From an optimization exercise on the open Yosys and OpenROAD flow, aimed at small area and a short achievable clock period; shortcuts taken in it are not production practice.
No functional check of the RTL was part of any run shown here.
Power and IR drop assume default switching activity.

==> flow/design.v, too long to show whole: its modules and the start of the top module <==
// module srve_fc420: 2317 lines
module srve_fc420 (
    input  wire       clk,
    input  wire       rst,
    input  wire [6:0] cfg_w,
    input  wire       in_valid,
    input  wire [7:0] in_r,
    input  wire [7:0] in_g,
    input  wire [7:0] in_b,
    output reg        y_valid,
    output reg  [7:0] y_data,
    output reg        c_valid,
    output reg  [7:0] u_data,
    output reg  [7:0] v_data
);
  // ...
==> flow/run.sh <==
#!/bin/bash
# synth_recipe.tcl (not shown) runs the flow's synth.tcl, then flattens the netlist and writes it again
# the make line also repeats each setting of config.mk as NAME=value (left out here)
make -C /OpenROAD-flow-scripts/flow DESIGN_CONFIG=/design/flow/config.mk WORK_HOME=/design/flow/orfs CLKGATE_MAP_FILE= SYNTH_SCRIPT=/design/flow/synth_recipe.tcl finish
==> flow/config.mk <==
export PLATFORM = sky130hd
export DESIGN_NAME = srve_fc420
export DESIGN_NICKNAME = srve_fc420
export VERILOG_FILES = /design/flow/design.v
export SDC_FILE = /design/flow/constraint.sdc
export NUM_CORES = 4
export LEC_CHECK = 0
export CAP_MARGIN = 20
export CORE_MARGIN = 2
export CORE_UTILIZATION = 40
export SLEW_MARGIN = 20
==> flow/constraint.sdc <==
create_clock -name core_clock -period 10.0 [get_ports {clk}]
set_input_delay 2.0000 -clock core_clock [delete_from_list [all_inputs] [get_ports {clk}]]
set_output_delay 2.0000 -clock core_clock [all_outputs]
set_load 0.01 [all_outputs]
==> key figures, run 1 <==
Run status
  • Outcome: complete, no violations

Hold path
  • Min-delay src: ya_q185
  • Worst hold stages: 0
  • Hold Path End: ya_q271

Pwr
  • Logic gate share of total power: about two fifths
  • Pwr Density: 299 nW/um2
  • Clk power: between 4 and 5 mW

Final layout
  • Plain + repair buffers: roughly 150
  • Fin cells: about 5,700
  • Multi-input gate share of total cell area: slightly below 30%
  • Diode count: 2
  • Post-Route Utilization: a little under half
  • Most common cell after layout, fill and taps aside: edfxtp_1
  • Top class by area: sequential cells
  • Design area: 61,900 um2

CTS
  • H-tree levels: 3
  • Clk latency of the worst-skew pair: ~0.78 ns
  • CTS clock-pin slew for the worst setup and hold paths: about 0.06 ns
  • Clock sink total: approximately 1,200
  • Hold_buf cts: 0

Routing
  • Top sig layer: met5
  • WL per Instance: ~28 um

Critical path
  • Worst path depth: 14
  • Cell family with most CP delay: compound AO/OA/AOI/OAI gates
  • CP max stage cell: dfxtp_2
  • Critical path arrival: 4.45 ns
  • Max incr delay on CP: about 0.52 ns
  • CP max FO: 19

Timing
  • Fin. Hold Viols: 0
  • Peak Freq: approximately 250 MHz
  • Clk_skew: 0.0651 ns
  • Tightest Pin Transition: approximately 1.2 ns

Yosys
  • EDFF count, synth: about 900
  • Yosys top cell area share: between 40% and 50%
  • Synth Warn #: 2

Placed design
  • Placed insts: ~5,500

Floorplan
  • Ports: 60
  • Die X: between 300 and 400 um

Global route
  • Met2 GRT Util: between 30% and 40%
  • Initial antenna violation count: 4
==> inputs of run 2 (changes only) <==
==> flow/flow/run.sh (new file) <==
#!/bin/bash
set -euo pipefail
bash standard.sh synth > synth.log 2>&1
bash standard.sh SETUP_SLACK_MARGIN=6.8 'BUFFER_PORTS_ARGS=-buffer_cell sky130_fd_sc_hd__buf_4' finish > layout.log 2>&1
==> flow/standard.sh (new file) <==
#!/bin/bash
# synth_recipe.tcl (not shown) runs the flow's synth.tcl, then flattens the netlist and writes it again
# the make line also repeats each setting of config.mk as NAME=value (left out here)
make -C /OpenROAD-flow-scripts/flow DESIGN_CONFIG=/design/flow/config.mk WORK_HOME=/design/flow/orfs CLKGATE_MAP_FILE= SYNTH_SCRIPT=/design/flow/synth_recipe.tcl "${@:-finish}"
removed: flow/run.sh
==> key figures, run 2 <==
Global route
  • GRT Util Overall: 23.1% (was 22.3%)
  • Number of global-route vias before repair: 32,700 (was 31,700)
  • Initial antenna violation count: 4 (unchanged)
  • Global-route wire length before repair: 232,000 um (was 225,000 um)
  • Total gr overflow: 0 (unchanged)
  • Largest net degree at the start of global routing: 34 (unchanged)

Timing
  • RSZ-0062 raised after global routing: yes (was no)
  • Hold slack: 0.424 ns (was 0.430 ns)
  • Post-route setup slack: 6.74 ns (was 6.03 ns)
  • Minimum clock period: 3.26 ns (was 3.97 ns)
  • Peak Freq: 307 MHz (was 252 MHz)
  • Worst slew margin: 24.2% (was 20.3%)
  • Setup violations, final: 0 (unchanged)
  • Fin. Hold Viols: 0 (unchanged)
  • Tightest Pin Transition: 1.14 ns (was 1.18 ns)
  • Clk_skew: 0.0358 ns (was 0.0651 ns)
  • Total negative slack: 0 ns (unchanged)
  • Fin. max-slew vios: 0 (unchanged)
  • Fin crit share: 32.6% (was 39.7%)

CTS
  • CTS tree: done (unchanged)
  • Hold_buf cts: 0 (unchanged)
  • Root buffer cell: clkbuf_16 (unchanged)
  • H-tree levels: 4 (was 3)
  • CTS clock-pin slew for the worst setup and hold paths: 0.06 ns (about the same)
  • Num CTS Buffers: 130 (was 121)
  • Clk latency of the worst-skew pair: 0.79 ns (was 0.78 ns)
  • Bufs on Longest Clock Path: 3 (unchanged)
  • Clock sink total: 1,244 (unchanged)

Routing
  • Total wire length: 165,000 um (was 157,000 um)
  • Via density: 5.69 (was 5.65)
  • Routed Antenna Nets: 0 (unchanged)
  • Routed vias: 33,300 (was 32,100)
  • WL per Instance: 28.2 um (was 27.7 um)
  • Drc violations: 0 (unchanged)
  • Initial DRC Count: 3,870 (was 3,539)
  • Initial DRT Pass Iterations: 6 (was 5)

Pwr
  • Switching share of power: 34.5% (was 34.2%)
  • Net switching power figure: 6.49 mW (was 6.33 mW)
  • Sequential power share: 35.9% (was 36.3%)
  • Power Total: 18.8 mW (was 18.5 mW)
  • VDD IR max: 394 uV (was 391 uV)
  • LEAKAGE: 24.8 nW (was 23.7 nW)
  • Clock power frac: 25.1% (was 25.2%)
  • Logic gate share of total power: 39.0% (was 38.5%)
  • Pwr Density: 292 nW/um2 (was 299 nW/um2)
  • Internal: 12.3 mW (was 12.2 mW)

Yosys
  • Synth Warn #: 2 (unchanged)
  • Synth Instances: 3,629 (unchanged)
  • Synth top cells by count: 899 x edfxtp_1, 560 x inv_1, 345 x dfxtp_1, 327 x fa_1, 260 x ha_1 (unchanged)
  • Synth cell types: 61 (unchanged)
  • Most used DFF post-synth: edfxtp_1 (unchanged)
  • Most common cell in the netlist: edfxtp_1 (unchanged)
  • EDFF count, synth: 899 (unchanged)
  • Syn Area/Cell: 15.2 um2 (unchanged)
  • Mapped Area: 55,200 um2 (unchanged)
  • #FFs+latches synth: 1,244 (unchanged)
  • Register area share after synthesis: 61.5% (unchanged)
  • Area leader, netlist: edfxtp_1 (unchanged)
  • Yosys top cell area share: 48.9% (unchanged)
  • Synth area leaders: edfxtp_1 49%, dfxtp_1 13%, fa_1 12%, ha_1 5.9%, inv_1 3.8% (unchanged)
  • Post-Syn Nets: 4,250 (unchanged)
  • Fraction of registers with async set/reset: 0% (unchanged)

Floorplan
  • Ports: 60 (unchanged)
  • Die X: 375 um (unchanged)
  • Cell Rows: 136 (unchanged)
  • Core Area: 137,000 um2 (unchanged)
  • Starting density of the core: 40.2% (unchanged)
  • Die H: 375 um (unchanged)
  • Die ar.: 141,000 um2 (unchanged)

Critical path
  • Reg2reg setup slack: 6.74 ns (was 6.03 ns)
  • Critical path arrival: 3.77 ns (was 4.45 ns)
  • Origin of the critical flop-to-flop path: oh[17] (was oh[7])
  • Crit Reg-Reg Endpoint: ar[8] (unchanged)
  • CP max FO: 11 (was 19)
  • Startpoint Class: flop (unchanged)
  • Endpoint class of the critical path: flop (unchanged)
  • Crit path kind: reg2reg (unchanged)
  • Critical Path RT: 10.51 ns (was 10.48 ns)
  • Reg2Reg Depth: 13 (was 14)

Placed design
  • Pre-CTS WS: 6.02 ns (was 6.00 ns)
  • Buffers on Ports: 57 (unchanged)
  • GP Congestion: 0.842 (was 0.826)
  • HPWL after DPL: 95,900 um (was 95,400 um)

Hold path
  • Hold Path End: va_q314 (was ya_q271)
  • Worst hold stages: 1 (was 0)
  • Worst min path class: reg2reg (unchanged)
  • Min-delay src: va_q293 (was ya_q185)

Final layout
  • Max reg flops: 864 (unchanged)
  • Most common cell after layout, fill and taps aside: edfxtp_1 (unchanged)
  • Layout cells sized above 1: 18.8% (was 9.76%)
  • Biggest register: line (unchanged)
  • Most frequent cells in the layout: 899 x edfxtp_1, 521 x inv_1, 307 x fa_1 (was 899 x edfxtp_1, 559 x inv_1, 327 x fa_1)
  • Diode count: 0 (was 2)
  • Area Growth Syn to Fin: 16.9% (was 12.3%)
  • Fin nets: 4,568 (was 4,410)
  • Biggest regs: line: 864 flops, oh: 32 flops, p0: 11 flops (unchanged)

Flow run
  • Max Cap Viol: 0 (unchanged)

Run status
  • Outcome: complete, no violations (unchanged)
-- run 2: metrics by stage --
step                std cells  cell area (um2)  util, %
global route             5846            64500     47.0
detailed placement       5458            57700     42.1
finish                   5846            64500     47.0
CTS                      5775            63600     46.3
floorplan                3629            55200        -
global placement         5457            57700     42.1
-- run 2: layer usage --
| layer | global-route usage, % | wire length (um) | part of all wire, % | vias up |
|---|---|---|---|---|
| met3 | 5.01 | 17600 | 11 | 455 |
| li1 | - | - | - | 13800 |
| met1 | 30.8 | 63400 | 38 | 17100 |
| met4 | 10.2 | 8390 | 5.1 | 4 |
| met2 | 36.4 | 75600 | 46 | 1920 |
| met5 | 0 | 29 | 0.018 | - |
-- run 2: power by group through the flow --
stage / registers, mW / clock network, mW / logic, mW
3_5_place_dp: 6.85 / 0 / 7.27
6_report: 6.75 / 4.73 / 7.35
2_1_floorplan: 6.73 / 0 / 5.39
5_1_grt: 6.82 / 5.00 / 8.83
4_1_cts: 6.77 / 4.78 / 7.49
3_3_place_gp: 6.84 / 0 / 7.13
-- run 2: cell type report --
class                           instances  area (um2)
Clock inverter                         62         611
Timing Repair Buffer                  296        3050
Fill cell                           11800       72700
Sequential cell                      1244       34200
Inverter                              560        2210
Multi-Input combinational cell       1715       18700
Clock buffer                          175        3540
Tap cell                             1794        2240
-- run 2: worst max path at each step --
stage	slack, ns	cells after the start	startpoint	to
3_3_place_gp	5.98	13	oh[5]	ar[8]
4_1_cts	6.70	1	u_data[0]	u_data[0]
2_1_floorplan	6.76	8	in_r[1]	p0[9]
6_report	6.74	13	oh[17]	ar[8]
5_1_grt	6.65	15	oh[4]	ag[8]
3_5_place_dp	6.02	13	oh[24]	ar[8]
-- run 2: kinds of logic after synthesis --
family                   after synthesis  synth area share (%)
flip-flops                          1244                  61.5
AND/OR/NAND/NOR                      282                  2.85
adder cells (fa/ha/maj)              587                  17.8
XOR/XNOR                             118                  1.87
multiplexers                          11                 0.474
AO/OA/AOI/OAI                        716                  9.81
buffers and inverters                671                  5.77
-- run 2: worst max-delay path: stages, from the launching register on --
cell	delay, ns
dfxtp_4	0.43
buf_12	0.21
a22oi_1	0.19
nand4_1	0.24
o31a_1	0.43
ha_2	0.22
fa_2	0.36
a21oi_2	0.16
nor2_2	0.06
nor2_4	0.16
o21bai_1	0.12
a21oi_2	0.21
o21ai_2	0.07
xnor2_1	0.12
-- run 2: timing repair --
item                       in CTS  in global routing
buffers inserted               72                 65
gates resized for setup       270                 85
pin swaps                      42                 83
setup endpoints to repair     110                155
cloned                          8                  5
==> inputs of run 3 (changes only) <==
--- a/flow/config.mk
+++ b/flow/config.mk
@@ -7,5 +7,7 @@
 export LEC_CHECK = 0
 export CAP_MARGIN = 20
 export CORE_MARGIN = 2
-export CORE_UTILIZATION = 40
+export CORE_UTILIZATION = 55
+export CTS_CLUSTER_DIAMETER = 80
+export CTS_CLUSTER_SIZE = 30
 export SLEW_MARGIN = 20
==> key figures, run 3 <==
Run status
  • Outcome: complete, no violations (unchanged)

Pwr
  • Pwr Density: 279 nW/um2 (was 292 nW/um2)
  • LEAKAGE: 23.7 nW (was 24.8 nW)
  • VDD IR max: 524 uV (was 394 uV)

CTS
  • Hold_buf cts: 0 (unchanged)
  • Clock sink total: 1,244 (unchanged)
  • CTS clock-pin slew for the worst setup and hold paths: 0.12 ns (was 0.06 ns)
  • CTS tree: done (unchanged)
  • Num CTS Buffers: 54 (was 130)
  • Clk latency of the worst-skew pair: 0.75 ns (was 0.79 ns)
  • H-tree levels: 2 (was 4)
  • Bufs on Longest Clock Path: 3 (unchanged)
  • Root buffer cell: clkbuf_16 (unchanged)

Placed design
  • Pre-CTS WS: 5.97 ns (was 6.02 ns)
  • Buffers on Ports: 57 (unchanged)
  • GP Congestion: 0.858 (was 0.842)
  • HPWL after DPL: 96,100 um (was 95,900 um)

Yosys
  • Register area share after synthesis: 61.5% (unchanged)
  • Fraction of registers with async set/reset: 0% (unchanged)
  • Most common cell in the netlist: edfxtp_1 (unchanged)
  • Area leader, netlist: edfxtp_1 (unchanged)
  • Post-Syn Nets: 4,250 (unchanged)
  • EDFF count, synth: 899 (unchanged)
  • Most used DFF post-synth: edfxtp_1 (unchanged)
  • #FFs+latches synth: 1,244 (unchanged)
  • Synth area leaders: edfxtp_1 49%, dfxtp_1 13%, fa_1 12%, ha_1 5.9%, inv_1 3.8% (unchanged)
  • Yosys top cell area share: 48.9% (unchanged)
  • Synth Warn #: 2 (unchanged)
  • Mapped Area: 55,200 um2 (unchanged)
  • Synth cell types: 61 (unchanged)
  • Synth Instances: 3,629 (unchanged)
  • Synth top cells by count: 899 x edfxtp_1, 560 x inv_1, 345 x dfxtp_1, 327 x fa_1, 260 x ha_1 (unchanged)
  • Syn Area/Cell: 15.2 um2 (unchanged)

Routing
  • Initial DRT Pass Iterations: 6 (unchanged)
  • Routed vias: 32,500 (was 33,300)
  • Drc violations: 0 (unchanged)
  • Routed Antenna Nets: 0 (unchanged)
  • WL per Instance: 30.8 um (was 28.2 um)
  • Total wire length: 161,000 um (was 165,000 um)
  • Initial DRC Count: 3,708 (was 3,870)
  • Via density: 6.21 (was 5.69)

Critical path
  • Origin of the critical flop-to-flop path: oh[14] (was oh[17])
  • Max incr delay on CP: 0.38 ns (was 0.43 ns)
  • Crit path kind: reg2reg (unchanged)
  • Reg2Reg Depth: 14 (was 13)
  • Critical Path RT: 10.46 ns (was 10.51 ns)
  • CP most frequent cell: a21oi_2 (unchanged)
  • Crit Reg-Reg Endpoint: ag[8] (was ar[8])
  • CP max stage cell: o31a_1 (was dfxtp_4)
  • Reg2reg setup slack: 6.73 ns (was 6.74 ns)
  • Startpoint Class: flop (unchanged)
  • CP max FO: 4 (was 11)
  • Critical path arrival: 3.73 ns (was 3.77 ns)
  • Endpoint class of the critical path: flop (unchanged)
  • Crit path cell chain: buf_12, a22o_1, a221oi_2, nand4_1, o31a_1, ha_2, fa_2, a21oi_2, nor2_1, nor2_2, o21bai_2, a21oi_2, o21ai_2, xnor2_1 (was buf_12, a22oi_1, nand4_1, o31a_1, ha_2, fa_2, a21oi_2, nor2_2, nor2_4, o21bai_1, a21oi_2, o21ai_2, xnor2_1)

Global route
  • Total gr overflow: 0 (unchanged)
  • Global-route wire length before repair: 229,000 um (was 232,000 um)
  • Largest net degree at the start of global routing: 34 (unchanged)
  • GRT Util Overall: 31.5% (was 23.1%)
  • Initial antenna violation count: 7 (was 4)
  • Number of global-route vias before repair: 32,700 (about the same)

Final layout
  • Reg area: 34,100 um2 (was 34,200 um2)
  • Biggest register: line (unchanged)
  • Most frequent cells in the layout: 899 x edfxtp_1, 527 x inv_1, 308 x fa_1 (was 899 x edfxtp_1, 521 x inv_1, 307 x fa_1)
  • Layout cells sized above 1: 16.6% (was 18.8%)
  • Biggest regs: line: 864 flops, oh: 32 flops, p0: 11 flops (unchanged)
  • Final-layout fill cell count: 7,500 (was 11,800)
  • Max reg flops: 864 (unchanged)
  • Most common cell after layout, fill and taps aside: edfxtp_1 (unchanged)
  • Area of the multi-input gates: 18,800 um2 (was 18,700 um2)
  • Fin nets: 4,508 (was 4,568)
  • Area Growth Syn to Fin: 11.6% (was 16.9%)

Floorplan
  • Ports: 60 (unchanged)
  • Starting density of the core: 55.3% (was 40.2%)
  • Die X: 321 um (was 375 um)
  • Die H: 321 um (was 375 um)
  • Core Area: 99,700 um2 (was 137,000 um2)
  • Cell Rows: 116 (was 136)
  • Die ar.: 103,000 um2 (was 141,000 um2)

Timing
  • Minimum clock period: 3.27 ns (was 3.26 ns)
  • Tightest Pin Transition: 1.25 ns (was 1.14 ns)
  • Total negative slack: 0 ns (unchanged)
  • Post-route setup slack: 6.73 ns (was 6.74 ns)
  • Fin crit share: 32.7% (was 32.6%)
  • Worst slew margin: 15.9% (was 24.2%)
  • RSZ-0062 raised after global routing: yes (unchanged)
  • Fin. Hold Viols: 0 (unchanged)
  • Fin. max-slew vios: 0 (unchanged)
  • Peak Freq: 306 MHz (was 307 MHz)
  • Clk_skew: 0.0601 ns (was 0.0358 ns)
  • Setup violations, final: 0 (unchanged)

Flow run
  • Max Cap Viol: 0 (unchanged)

Hold path
  • Worst min path class: reg2reg (unchanged)
  • Hold Path End: cv3 (was va_q314)
  • Worst hold stages: 1 (unchanged)
  • Min-delay src: cv2 (was va_q293)
[run 3: worst max path at each step]
stage / start / endpoint / slack [ns] / cells past startpoint
floorplan: in_r[1] / p0[9] / 6.76 / 8
global placement: oh[0] / ag[8] / 5.99 / 14
detailed placement: oh[0] / ag[8] / 5.97 / 14
CTS: R1[2] / va_q261 / 6.72 / 9
global route: oh[0] / ag[8] / 6.61 / 14
finish: oh[14] / ag[8] / 6.73 / 14
[run 3: cell type report]
| cell class | instances | share of cell area (%) |
|---|---|---|
| Sequential cell | 1244 | 55.4 |
| Multi-Input combinational cell | 1715 | 30.5 |
| Timing Repair Buffer | 312 | 4.93 |
| Inverter | 560 | 3.56 |
| Tap cell | 1298 | 2.64 |
| Clock buffer | 77 | 2.35 |
| Clock inverter | 25 | 0.620 |
| Antenna cell | 2 | 0.00813 |
[run 3: stage by stage]
stage | area [um2] | total power [mW] | instances | util (%) | hold WS [ns]
6_report | 61600 | 17.2 | 5233 | 61.7 | 0.423
5_1_grt | 61600 | 18.9 | 5231 | 61.7 | 0.431
4_1_cts | 60700 | 17.1 | 5172 | 60.9 | 0.424
3_5_place_dp | 57100 | 14.2 | 4961 | 57.3 | 0.415
3_3_place_gp | 57100 | 14.0 | 4960 | 57.2 | 0.418
2_1_floorplan | 55200 | 12.1 | 3629 | - | 0.372
[run 3: cells by family after synthesis]
| group | count (synthesis) | share of synthesized area, % |
|---|---|---|
| DFF | 1244 | 61.5 |
| AOI/OAI and AO/OA | 716 | 9.81 |
| buffers and inverters | 671 | 5.77 |
| adders and majority gates | 587 | 17.8 |
| and+or+nand+nor | 282 | 2.85 |
| xor gates and xnor gates | 118 | 1.87 |
| muxes | 11 | 0.474 |
[run 3: layer usage]
metal / routed length, um / up-vias / track usage [%] / part of all wire [%]
met5: 12 / - / 0 / 0.0075
met4: 9150 / 2 / 14.5 / 5.7
met3: 14900 / 403 / 4.91 / 9.3
met2: 78600 / 1744 / 53.5 / 49
met1: 58300 / 16700 / 40.1 / 36
li1: - / 13600 / - / -
[run 3: timing repair]
item	CTS	global route
gates cloned	5	1
setup endpoints to repair	129	109
setup buffers	104	56
gates resized for setup	253	76
pin swaps	49	80
[run 3: power breakdown]
group          total (mW)  internal [mW]  switching (mW)
clock network        2.84           1.14            1.70
logic                7.63           3.46            4.18
registers            6.70           6.37           0.335
total                17.2           11.0            6.21
[run 3: worst max-delay path, delay by kind of cell (launching register included)]
family / cells / cell delay [ns]
AOI/OAI and AO/OA: 7 / 1.34
adders and majority gates: 2 / 0.63
and+or+nand+nor: 3 / 0.38
DFF: 1 / 0.37
buffers and inverters: 1 / 0.14
xor gates and xnor gates: 1 / 0.14

-- separate check: timing with driven ports --
Ports are ideal in the flow. The routed layouts listed here were re-timed in OpenROAD.
Step 1, drivers: a clkbuf_16 drives clk and a buf_2 each remaining input, both assumed.
Step 2 times the ports against the registers' clock, not the clock port: input delays grow and output delays shrink by t, the midpoint of the rising clock arrivals with the driver on.
a / b / c = no drivers / after step 1 / after step 2; a / b = the first two.
run | t (ns) | setup slack, ns | latest minus earliest clock arrival (ns)
run 1 | 0.814 | 6.031 / 6.031 / 6.002 | 0.071 / 0.071
run 2 | 0.843 | 6.739 / 6.692 / 6.494 | 0.039 / 0.038
run 3 | 0.790 | 6.728 / 6.728 / 6.443 | 0.073 / 0.073
After both steps setup and hold are still met in every run listed. The setup slack of run 3, which loses most, moves by 0.000 ns with the drivers and by -0.285 ns with both steps.
